This is an optimization exercise on Yosys and OpenROAD, whose aim is small area, a short achievable clock period and few clock cycles, not a production implementation. Where RTL was checked, it was by simulation tests only, not by an equivalence proof against the original. The clock port is modelled as an ideal driver, which makes a skipped or thinned clock tree look cheaper than it is; a real chip needs a root buffer or a tree. Power figures rest on the tool's default switching activity, not on a simulated workload.

## sbi_monitor
module sbi_monitor (
    input  wire         clk,
    input  wire         rst,
    input  wire         svc_start,
    output wire         svc_ready,
    output wire         svc_done,
    output wire         svc_pending,
    output wire         svc_err,
    output wire         mem_req,
    output wire         mem_we,
    output wire         mem_batch,
    output wire [3:0]   mem_word,
    output wire [31:0]  mem_wdata,
    input  wire         mem_ack,
    input  wire         mem_ok,
    input  wire [255:0] mem_rdata,
    output wire         fatal,
    output wire         rst_req_valid,
    output wire [31:0]  rst_req_type,
    output wire [31:0]  rst_req_reason,
    output wire         ev_valid,
    output wire [1:0]   ev_kind,
    output wire [4:0]   ev_len,
    output wire [127:0] ev_line
);
Size in the first run: about 690 cells after synthesis, ~310 flip-flops, roughly 510 I/O pins, ~12000 um2 of cells after synthesis.
Settings: LEC_CHECK=0, ABC_CLOCK_PERIOD_IN_PS=2000, CAP_MARGIN=20, CORE_MARGIN=2, CORE_UTILIZATION=40, CTS_CLUSTER_DIAMETER=80, CTS_CLUSTER_SIZE=30, SLEW_MARGIN=20; clock period 10.0 ns.
standard.sh (not shown) runs the stock make flow with config.mk's settings and CLKGATE_MAP_FILE= SYNTH_SCRIPT=/design/flow/synth_recipe.tcl, a recipe that flattens the netlist after the stock synthesis.
==> flow/flow/run.sh <==
#!/bin/bash
# Standard layout, with the smallest buffer on every port, and timing repair
# aiming at 6.8 ns of setup slack.
set -euo pipefail
bash standard.sh "BUFFER_PORTS_ARGS=-buffer_cell sky130_fd_sc_hd__buf_1" SETUP_SLACK_MARGIN=6.8 finish > standard.log 2>&1
Testbench counts at the start, summed over its fixed seeds: cycles 6,880.
Change:
--- a/flow/design.v
+++ b/flow/design.v
@@ -44,25 +44,24 @@
     reg wd_e;          
     reg wd_f1;         
     reg wd_24;         
     reg [7:0] wd_lo;   
     reg [127:0] lb;
     reg [4:0]   len;
     reg         w_pend;    
     reg         nl_pend;   
     reg         r_pend;    
     reg         rv_q;
     reg [31:0]  rt_q, rr_q;
     reg         ev_v;
-    reg [1:0]   ev_k;
     wire [31:0] r_eid = mem_rdata[31:0];
     wire [31:0] r_fid = mem_rdata[63:32];
     wire [31:0] r_a0  = mem_rdata[95:64];
     wire fid_hi0  = (r_fid[31:3] == 29'd0);
     wire fid0     = fid_hi0 && (r_fid[2:0] == 3'd0);
     wire is_base  = (r_eid == EID_BASE);
     wire d_putc   = (r_eid == EID_CONSOLE) && fid0;
     wire d_rst    = (r_eid == EID_SRST) && fid0;
     wire d_base   = is_base && fid_hi0 && (r_fid[2:0] != 3'd7);
     wire d_uns    = !(d_putc || d_rst || d_base);
     wire bf0      = is_base && fid0;
     wire bf1      = is_base && fid_hi0 && (r_fid[2:0] == 3'd1);
@@ -81,25 +80,25 @@
     assign mem_we    = we_q;
     assign mem_batch = s_read;
     assign mem_word  = {w3_q, 1'b0, s_wval, w0_q};
     assign mem_wdata = {wd_e,  wd_f1, wd_e,  wd_e,  wd_e,  wd_f1, wd_f1, wd_24,
                         wd_e,  wd_f1, wd_e,  wd_e,  wd_e,  wd_f1, wd_e,  wd_e,
                         wd_e,  wd_f1, wd_e,  wd_e,  wd_f1, wd_f1, wd_e,  wd_f1,
                         wd_lo};
     assign fatal          = fatal_q;
     assign rst_req_valid  = rv_q;
     assign rst_req_type   = rt_q;
     assign rst_req_reason = rr_q;
     assign ev_valid = ev_v;
-    assign ev_kind  = ev_k;
+    assign ev_kind  = {fatal_q, r_pend};
     assign ev_len   = len;
     assign ev_line  = {lb[127:64], stg};
     wire start     = svc_start && rdy_q;
     wire poll_nz   = (mem_rdata[31:0] != 32'd0);
     wire fail      = mem_ack && !mem_ok && req_q;
     wire last_fail = fail && (retry == 2'd3);
     wire commit    = s_clr && mem_ack && mem_ok;
     wire fin       = fail || commit || (s_poll && mem_ack && mem_ok && !poll_nz);
     wire adv_read  = s_poll && mem_ack && mem_ok && poll_nz;
     wire adv_werr  = s_read && mem_ack && mem_ok;
     wire adv_wval  = s_werr && mem_ack && mem_ok;
     wire adv_clr   = s_wval && mem_ack && mem_ok;
@@ -148,28 +147,24 @@
             if (fail) begin
                 err_q <= 1'b1;
                 retry <= retry + 2'd1;
             end else if (fin) begin
                 retry <= 2'd0;
             end
             if (last_fail)
                 fatal_q <= 1'b1;
             ev_v    <= last_fail || (commit && ((c_putc && (c_nl || len[4])) || c_rst));
             w_pend  <= commit && c_putc && !c_nl;
             nl_pend <= commit && c_putc && c_nl;
             r_pend  <= commit && c_rst;
-            if (last_fail)
-                ev_k <= 2'd2;
-            else if (commit)
-                ev_k <= {1'b0, c_rst};
             if (nl_pend)
                 len <= 5'd0;
             else if (w_pend)
                 len <= len[4] ? 5'd1 : len + 5'd1;
             if (r_pend)
                 rv_q <= 1'b1;
         end
         if (s_read) begin
             wd_e  <= d_uns;
             wd_f1 <= d_uns;
             wd_24 <= d_uns;
             wd_lo <= {{7{d_uns}}, 1'b0};
Outcome: Routed wire length rises by 1.1%. Synthesized area is about the same. Global-route usage rises by 0.35 points. Design area rises by 1.4%. Power rises by 4.0%. Sequential power stays flat. Non-clock buffer count rises by 3. Core utilization rises by 0.68 points. Via count rises by 0.58%. Combinational power rises by about 0.9%. Critical path depth rises by 5.
Only the layout flow was run in the second run of this note; the RTL was not checked for function there.

---

sbi_monitor, a different RTL version from the one above (not shown whole).
Size: ~710 cells after synthesis, roughly 310 flip-flops, roughly 510 I/O pins, ~12000 µm² of cells after synthesis.
clock: 10.0 ns
lec_check: 0
abc_clock_period_in_ps: 2000
cap_margin: 20
core_margin: 2
core_utilization: 40
cts_cluster_diameter: 80
cts_cluster_size: 30
slew_margin: 20
Scripts as last shown in full above: flow/flow/run.sh
Testbench counts at the start, summed over its fixed seeds: cycles 6,880.
==> next run, changes <==
--- a/flow/design.v
+++ b/flow/design.v
@@ -46,21 +46,20 @@
     reg wd_24;         
     reg [7:0] wd_lo;   
     reg [127:0] lb;
     reg [4:0]   len;
     reg         w_pend;    
     reg         nl_pend;   
     reg         r_pend;    
     reg         rv_q;
     reg [31:0]  rt_q, rr_q;
     reg         ev_v;
-    reg [1:0]   ev_k;
     wire [31:0] r_eid = mem_rdata[31:0];
     wire [31:0] r_fid = mem_rdata[63:32];
     wire [31:0] r_a0  = mem_rdata[95:64];
     wire fid_hi0  = (r_fid[31:3] == 29'd0);
     wire fid0     = fid_hi0 && (r_fid[2:0] == 3'd0);
     wire is_base  = (r_eid == EID_BASE);
     wire d_putc   = (r_eid == EID_CONSOLE) && fid0;
     wire d_rst    = (r_eid == EID_SRST) && fid0;
     wire d_base   = is_base && fid_hi0 && (r_fid[2:0] != 3'd7);
     wire d_uns    = !(d_putc || d_rst || d_base);
@@ -83,21 +82,21 @@
     assign mem_word  = {w3_q, 1'b0, s_wval, w0_q};
     assign mem_wdata = {wd_e,  wd_f1, wd_e,  wd_e,  wd_e,  wd_f1, wd_f1, wd_24,
                         wd_e,  wd_f1, wd_e,  wd_e,  wd_e,  wd_f1, wd_e,  wd_e,
                         wd_e,  wd_f1, wd_e,  wd_e,  wd_f1, wd_f1, wd_e,  wd_f1,
                         wd_lo};
     assign fatal          = fatal_q;
     assign rst_req_valid  = rv_q;
     assign rst_req_type   = rt_q;
     assign rst_req_reason = rr_q;
     assign ev_valid = ev_v;
-    assign ev_kind  = ev_k;
+    assign ev_kind  = {fatal_q, r_pend};
     assign ev_len   = len;
     assign ev_line  = {lb[127:64], stg};
     wire start     = svc_start && rdy_q;
     wire poll_nz   = (mem_rdata[31:0] != 32'd0);
     wire fail      = mem_ack && !mem_ok && req_q;
     wire last_fail = fail && (retry == 2'd3);
     wire commit    = s_clr && mem_ack && mem_ok;
     wire fin       = fail || commit || (s_poll && mem_ack && mem_ok && !poll_nz);
     wire adv_read  = s_poll && mem_ack && mem_ok && poll_nz;
     wire adv_werr  = s_read && mem_ack && mem_ok;
@@ -150,24 +149,20 @@
                 retry <= retry + 2'd1;
             end else if (fin) begin
                 retry <= 2'd0;
             end
             if (last_fail)
                 fatal_q <= 1'b1;
             ev_v    <= last_fail || (commit && ((c_putc && (c_nl || len[4])) || c_rst));
             w_pend  <= commit && c_putc && !c_nl;
             nl_pend <= commit && c_putc && c_nl;
             r_pend  <= commit && c_rst;
-            if (last_fail)
-                ev_k <= 2'd2;
-            else if (commit)
-                ev_k <= {1'b0, c_rst};
             if (nl_pend)
                 len <= 5'd0;
             else if (w_pend)
                 len <= len[4] ? 5'd1 : len + 5'd1;
             if (r_pend)
                 rv_q <= 1'b1;
         end
         wd_e  <= (s_read & d_uns) | (s_werr & !mem_ack & wd_e);
         wd_f1 <= (s_read & d_uns) | (s_werr & (mem_ack ? c_f1 : wd_f1)) |
                  (s_wval & !mem_ack & wd_f1);
Worst hold slack hardly moves.
Register-to-register slack degrades by 0.04 ns.
Global-route usage grows by 0.95 points.
Setup slack is worse by 0.15 ns.
Power is about the same.
Utilization increases by 0.66 points.
Cell count falls slightly.
Routed wire length grows by a few percent.
Sequential power is about the same.
Critical path depth stays the same.
Design area fell slightly.
For the second run of this note, only the layout was checked, not whether the RTL still works.

---

== run 1 ==
sbi_monitor again, from the RTL that the note above started with.
clock: 10.0 ns
lec_check: 0
abc_area: 1
cap_margin: 20
core_margin: 2
core_utilization: 40
slew_margin: 20
==> flow/flow/run.sh <==
#!/bin/bash
# Standard layout with four changes: the smallest buffer on every port,
# timing repair aiming at 6.9 ns of setup slack, the OR cells and the
# 4-input gates (slow in this library) added to the platform's don't-use list, so
# synthesis builds the wide comparisons from NAND/NOR gates, and a two-level clock tree built by
# flow/clock_tree.tcl in place of TritonCTS's three levels.
set -euo pipefail
DONT_USE="sky130_fd_sc_hd__probe_p_8 sky130_fd_sc_hd__probec_p_8 sky130_fd_sc_hd__lpflow_bleeder_1 sky130_fd_sc_hd__lpflow_clkbufkapwr_1 sky130_fd_sc_hd__lpflow_clkbufkapwr_16 sky130_fd_sc_hd__lpflow_clkbufkapwr_2 sky130_fd_sc_hd__lpflow_clkbufkapwr_4 sky130_fd_sc_hd__lpflow_clkbufkapwr_8 sky130_fd_sc_hd__lpflow_clkinvkapwr_1 sky130_fd_sc_hd__lpflow_clkinvkapwr_16 sky130_fd_sc_hd__lpflow_clkinvkapwr_2 sky130_fd_sc_hd__lpflow_clkinvkapwr_4 sky130_fd_sc_hd__lpflow_clkinvkapwr_8 sky130_fd_sc_hd__lpflow_decapkapwr_12 sky130_fd_sc_hd__lpflow_decapkapwr_3 sky130_fd_sc_hd__lpflow_decapkapwr_4 sky130_fd_sc_hd__lpflow_decapkapwr_6 sky130_fd_sc_hd__lpflow_decapkapwr_8 sky130_fd_sc_hd__lpflow_inputiso0n_1 sky130_fd_sc_hd__lpflow_inputiso0p_1 sky130_fd_sc_hd__lpflow_inputiso1n_1 sky130_fd_sc_hd__lpflow_inputiso1p_1 sky130_fd_sc_hd__lpflow_inputisolatch_1 sky130_fd_sc_hd__lpflow_isobufsrc_1 sky130_fd_sc_hd__lpflow_isobufsrc_16 sky130_fd_sc_hd__lpflow_isobufsrc_2 sky130_fd_sc_hd__lpflow_isobufsrc_4 sky130_fd_sc_hd__lpflow_isobufsrc_8 sky130_fd_sc_hd__lpflow_isobufsrckapwr_16 sky130_fd_sc_hd__lpflow_lsbuf_lh_hl_isowell_tap_1 sky130_fd_sc_hd__lpflow_lsbuf_lh_hl_isowell_tap_2 sky130_fd_sc_hd__lpflow_lsbuf_lh_hl_isowell_tap_4 sky130_fd_sc_hd__lpflow_lsbuf_lh_isowell_4 sky130_fd_sc_hd__lpflow_lsbuf_lh_isowell_tap_1 sky130_fd_sc_hd__lpflow_lsbuf_lh_isowell_tap_2 sky130_fd_sc_hd__lpflow_lsbuf_lh_isowell_tap_4 sky130_fd_sc_hd__or2_0 sky130_fd_sc_hd__or2_1 sky130_fd_sc_hd__or2_2 sky130_fd_sc_hd__or2_4 sky130_fd_sc_hd__or2b_1 sky130_fd_sc_hd__or2b_2 sky130_fd_sc_hd__or2b_4 sky130_fd_sc_hd__or3_1 sky130_fd_sc_hd__or3_2 sky130_fd_sc_hd__or3_4 sky130_fd_sc_hd__or3b_1 sky130_fd_sc_hd__or3b_2 sky130_fd_sc_hd__or3b_4 sky130_fd_sc_hd__or4_1 sky130_fd_sc_hd__or4_2 sky130_fd_sc_hd__or4_4 sky130_fd_sc_hd__or4b_1 sky130_fd_sc_hd__or4b_2 sky130_fd_sc_hd__or4b_4 sky130_fd_sc_hd__or4bb_1 sky130_fd_sc_hd__or4bb_2 sky130_fd_sc_hd__or4bb_4 sky130_fd_sc_hd__a2111o_1 sky130_fd_sc_hd__a2111o_2 sky130_fd_sc_hd__a2111o_4 sky130_fd_sc_hd__a2111oi_0 sky130_fd_sc_hd__a2111oi_1 sky130_fd_sc_hd__a2111oi_2 sky130_fd_sc_hd__a2111oi_4 sky130_fd_sc_hd__a41o_1 sky130_fd_sc_hd__a41o_2 sky130_fd_sc_hd__a41o_4 sky130_fd_sc_hd__a41oi_1 sky130_fd_sc_hd__a41oi_2 sky130_fd_sc_hd__a41oi_4 sky130_fd_sc_hd__and4_1 sky130_fd_sc_hd__and4_2 sky130_fd_sc_hd__and4_4 sky130_fd_sc_hd__and4b_1 sky130_fd_sc_hd__and4b_2 sky130_fd_sc_hd__and4b_4 sky130_fd_sc_hd__and4bb_1 sky130_fd_sc_hd__and4bb_2 sky130_fd_sc_hd__and4bb_4 sky130_fd_sc_hd__nand4_1 sky130_fd_sc_hd__nand4_2 sky130_fd_sc_hd__nand4_4 sky130_fd_sc_hd__nand4b_1 sky130_fd_sc_hd__nand4b_2 sky130_fd_sc_hd__nand4b_4 sky130_fd_sc_hd__nand4bb_1 sky130_fd_sc_hd__nand4bb_2 sky130_fd_sc_hd__nand4bb_4 sky130_fd_sc_hd__nor4_1 sky130_fd_sc_hd__nor4_2 sky130_fd_sc_hd__nor4_4 sky130_fd_sc_hd__nor4b_1 sky130_fd_sc_hd__nor4b_2 sky130_fd_sc_hd__nor4b_4 sky130_fd_sc_hd__nor4bb_1 sky130_fd_sc_hd__nor4bb_2 sky130_fd_sc_hd__nor4bb_4 sky130_fd_sc_hd__o2111a_1 sky130_fd_sc_hd__o2111a_2 sky130_fd_sc_hd__o2111a_4 sky130_fd_sc_hd__o2111ai_1 sky130_fd_sc_hd__o2111ai_2 sky130_fd_sc_hd__o2111ai_4 sky130_fd_sc_hd__o41a_1 sky130_fd_sc_hd__o41a_2 sky130_fd_sc_hd__o41a_4 sky130_fd_sc_hd__o41ai_1 sky130_fd_sc_hd__o41ai_2 sky130_fd_sc_hd__o41ai_4"
bash standard.sh "BUFFER_PORTS_ARGS=-buffer_cell sky130_fd_sc_hd__buf_1" SETUP_SLACK_MARGIN=6.9 \
  "DONT_USE_CELLS=$DONT_USE" PRE_CTS_TCL=$(pwd)/flow/clock_tree.tcl finish > standard.log 2>&1
Other scripts of this flow, unchanged in this note and not shown: flow/flow/clock_tree.tcl
Testbench counts of run 1, summed over its fixed seeds: cycles 6,880.
### run 1 -> run 2
-- flow/design.v --
<<< run 1, line 30
    reg s_poll, s_read, s_werr, s_wval, s_clr, s_done;
    reg req_q, we_q, w0_q, w3_q, rdy_q;
    reg [1:0] retry;
    reg fatal_q, pend_q, err_q;
>>> run 2, line 30
    reg s_poll, s_read, s_werr, s_wval, s_clr, s_done;
    reg req_q, we_q, w0_q, w3_q, rdy_q;
    reg b_q;           
    reg [1:0] retry;
    reg fatal_q, pend_q, err_q;
<<< run 1, line 38
    reg c_v24;         
    reg c_f2;          
    reg c_f3;          
    reg c_f6;          
    reg [7:0]  c_chr;  
>>> run 2, line 39
    reg c_v24;         
    reg c_f2;          
    reg c_p3;          
    reg c_f6;          
    reg [7:0]  c_chr;  
<<< run 1, line 54
    reg [31:0]  rt_q, rr_q;
    reg         ev_v;
    reg [1:0]   ev_k;
    wire [31:0] r_eid = mem_rdata[31:0];
    wire [31:0] r_fid = mem_rdata[63:32];
>>> run 2, line 55
    reg [31:0]  rt_q, rr_q;
    reg         ev_v;
    reg         ev_k0;     
    wire [31:0] r_eid = mem_rdata[31:0];
    wire [31:0] r_fid = mem_rdata[63:32];
<<< run 1, line 70
    wire bf3      = is_base && fid_hi0 && (r_fid[2:0] == 3'd3);
    wire bf6      = is_base && fid_hi0 && (r_fid[2:0] == 3'd6);
    wire probe = (stg[31:0] == EID_BASE) || (stg[31:0] == EID_CONSOLE) ||
                 (stg[31:0] == EID_SRST);
    wire [7:0] val_lo = ({8{c_putc}} & c_chr) |
                        {5'd0, c_f2, c_f2, c_f2 | c_f6 | (c_f3 & probe)};
    assign svc_ready   = rdy_q;
    assign svc_done    = s_done;
>>> run 2, line 71
    wire bf3      = is_base && fid_hi0 && (r_fid[2:0] == 3'd3);
    wire bf6      = is_base && fid_hi0 && (r_fid[2:0] == 3'd6);
    wire probe    = (r_a0 == EID_BASE) || (r_a0 == EID_CONSOLE) || (r_a0 == EID_SRST);
    wire [7:0] val_lo = ({8{c_putc}} & c_chr) |
                        {5'd0, c_f2, c_f2, c_f2 | c_f6 | c_p3};
    assign svc_ready   = rdy_q;
    assign svc_done    = s_done;
<<< run 1, line 80
    assign mem_req   = req_q;
    assign mem_we    = we_q;
    assign mem_batch = s_read;
    assign mem_word  = {w3_q, 1'b0, s_wval, w0_q};
    assign mem_wdata = {wd_e,  wd_f1, wd_e,  wd_e,  wd_e,  wd_f1, wd_f1, wd_24,
>>> run 2, line 80
    assign mem_req   = req_q;
    assign mem_we    = we_q;
    assign mem_batch = b_q;
    assign mem_word  = {w3_q, 1'b0, s_wval, w0_q};
    assign mem_wdata = {wd_e,  wd_f1, wd_e,  wd_e,  wd_e,  wd_f1, wd_f1, wd_24,
<<< run 1, line 91
    assign rst_req_reason = rr_q;
    assign ev_valid = ev_v;
    assign ev_kind  = ev_k;
    assign ev_len   = len;
    assign ev_line  = {lb[127:64], stg};
>>> run 2, line 91
    assign rst_req_reason = rr_q;
    assign ev_valid = ev_v;
    assign ev_kind  = {fatal_q, ev_k0};
    assign ev_len   = len;
    assign ev_line  = {lb[127:64], stg};
<<< run 1, line 158
            nl_pend <= commit && c_putc && c_nl;
            r_pend  <= commit && c_rst;
            if (last_fail)
                ev_k <= 2'd2;
            else if (commit)
                ev_k <= {1'b0, c_rst};
            if (nl_pend)
                len <= 5'd0;
>>> run 2, line 158
            nl_pend <= commit && c_putc && c_nl;
            r_pend  <= commit && c_rst;
            if (nl_pend)
                len <= 5'd0;
<<< run 1, line 169
                rv_q <= 1'b1;
        end
        wd_e  <= (s_read & d_uns) | (s_werr & !mem_ack & wd_e);
        wd_f1 <= (s_read & d_uns) | (s_werr & (mem_ack ? c_f1 : wd_f1)) |
>>> run 2, line 165
                rv_q <= 1'b1;
        end
        b_q   <= adv_read || (s_read && !mem_ack);
        ev_k0 <= commit && c_rst;
        wd_e  <= (s_read & d_uns) | (s_werr & !mem_ack & wd_e);
        wd_f1 <= (s_read & d_uns) | (s_werr & (mem_ack ? c_f1 : wd_f1)) |
<<< run 1, line 186
            c_v24  <= bf0 || bf1;
            c_f2   <= bf2;
            c_f3   <= bf3;
            c_f6   <= bf6;
        end else if (s_clr && c_putc) begin
>>> run 2, line 184
            c_v24  <= bf0 || bf1;
            c_f2   <= bf2;
            c_p3   <= bf3 && probe;
            c_f6   <= bf6;
        end else if (s_clr && c_putc) begin
==> comparison <==
- Run 2 — number of nets produced by synthesis about 2.5% lower, run 1 as reference
- Against run 1, wire length in run 2 came out worse.
- Taking run 1 as the reference, in run 2 count of fill cells added during filler insertion now sits lower, total power now sits at about the same level, share of the core filled with cells now sits lower.
- In the tables for run 2 and run 1, number of gates resized after CTS reads higher with run 2.
Testbench counts of run 2, summed over its fixed seeds: cycles 6,880.
No run of this note takes its clock network from TritonCTS; it comes from the design's own scripts or RTL.

## port drivers added, routing unchanged
How much do the figures lean on ideal ports? The routed layouts below were timed once more, with nothing changed but the port constraints. Step 1 sets driving cells, clkbuf_16 on the clock port and buf_2 on the other inputs (assumed; they add their load-dependent delay and slew). Step 2 also shifts input and output timing later by t, the mid clock arrival at the registers, as if the neighbouring blocks saw the same clock. Slacks: ideal / step 1 / step 2; pairs: ideal / step 1.
run	t, ns	setup WS [ns]	hold WS [ns]	clock arrival spread, ns
the first run of note 1	0.538	6.800 / 6.755 / 6.416	0.456 / 0.456 / 0.456	0.015 / 0.015
the second run of note 1	0.553	6.757 / 6.726 / 6.234	0.461 / 0.461 / 0.461	0.021 / 0.021
the first run of note 2	0.542	6.698 / 6.721 / 6.178	0.459 / 0.459 / 0.459	0.017 / 0.017
the second run of note 2	0.540	6.550 / 6.575 / 6.034	0.460 / 0.460 / 0.460	0.029 / 0.029
run 1	0.395	6.989 / 6.909 / 6.745	0.444 / 0.445 / 0.445	0.024 / 0.023
run 2	0.395	7.003 / 6.921 / 6.669	0.457 / 0.457 / 0.457	0.027 / 0.027
After both steps setup and hold are still met in every run listed. The setup slack of the second run of note 1, which loses most, moves by -0.031 ns with the drivers and by -0.523 ns with both steps.
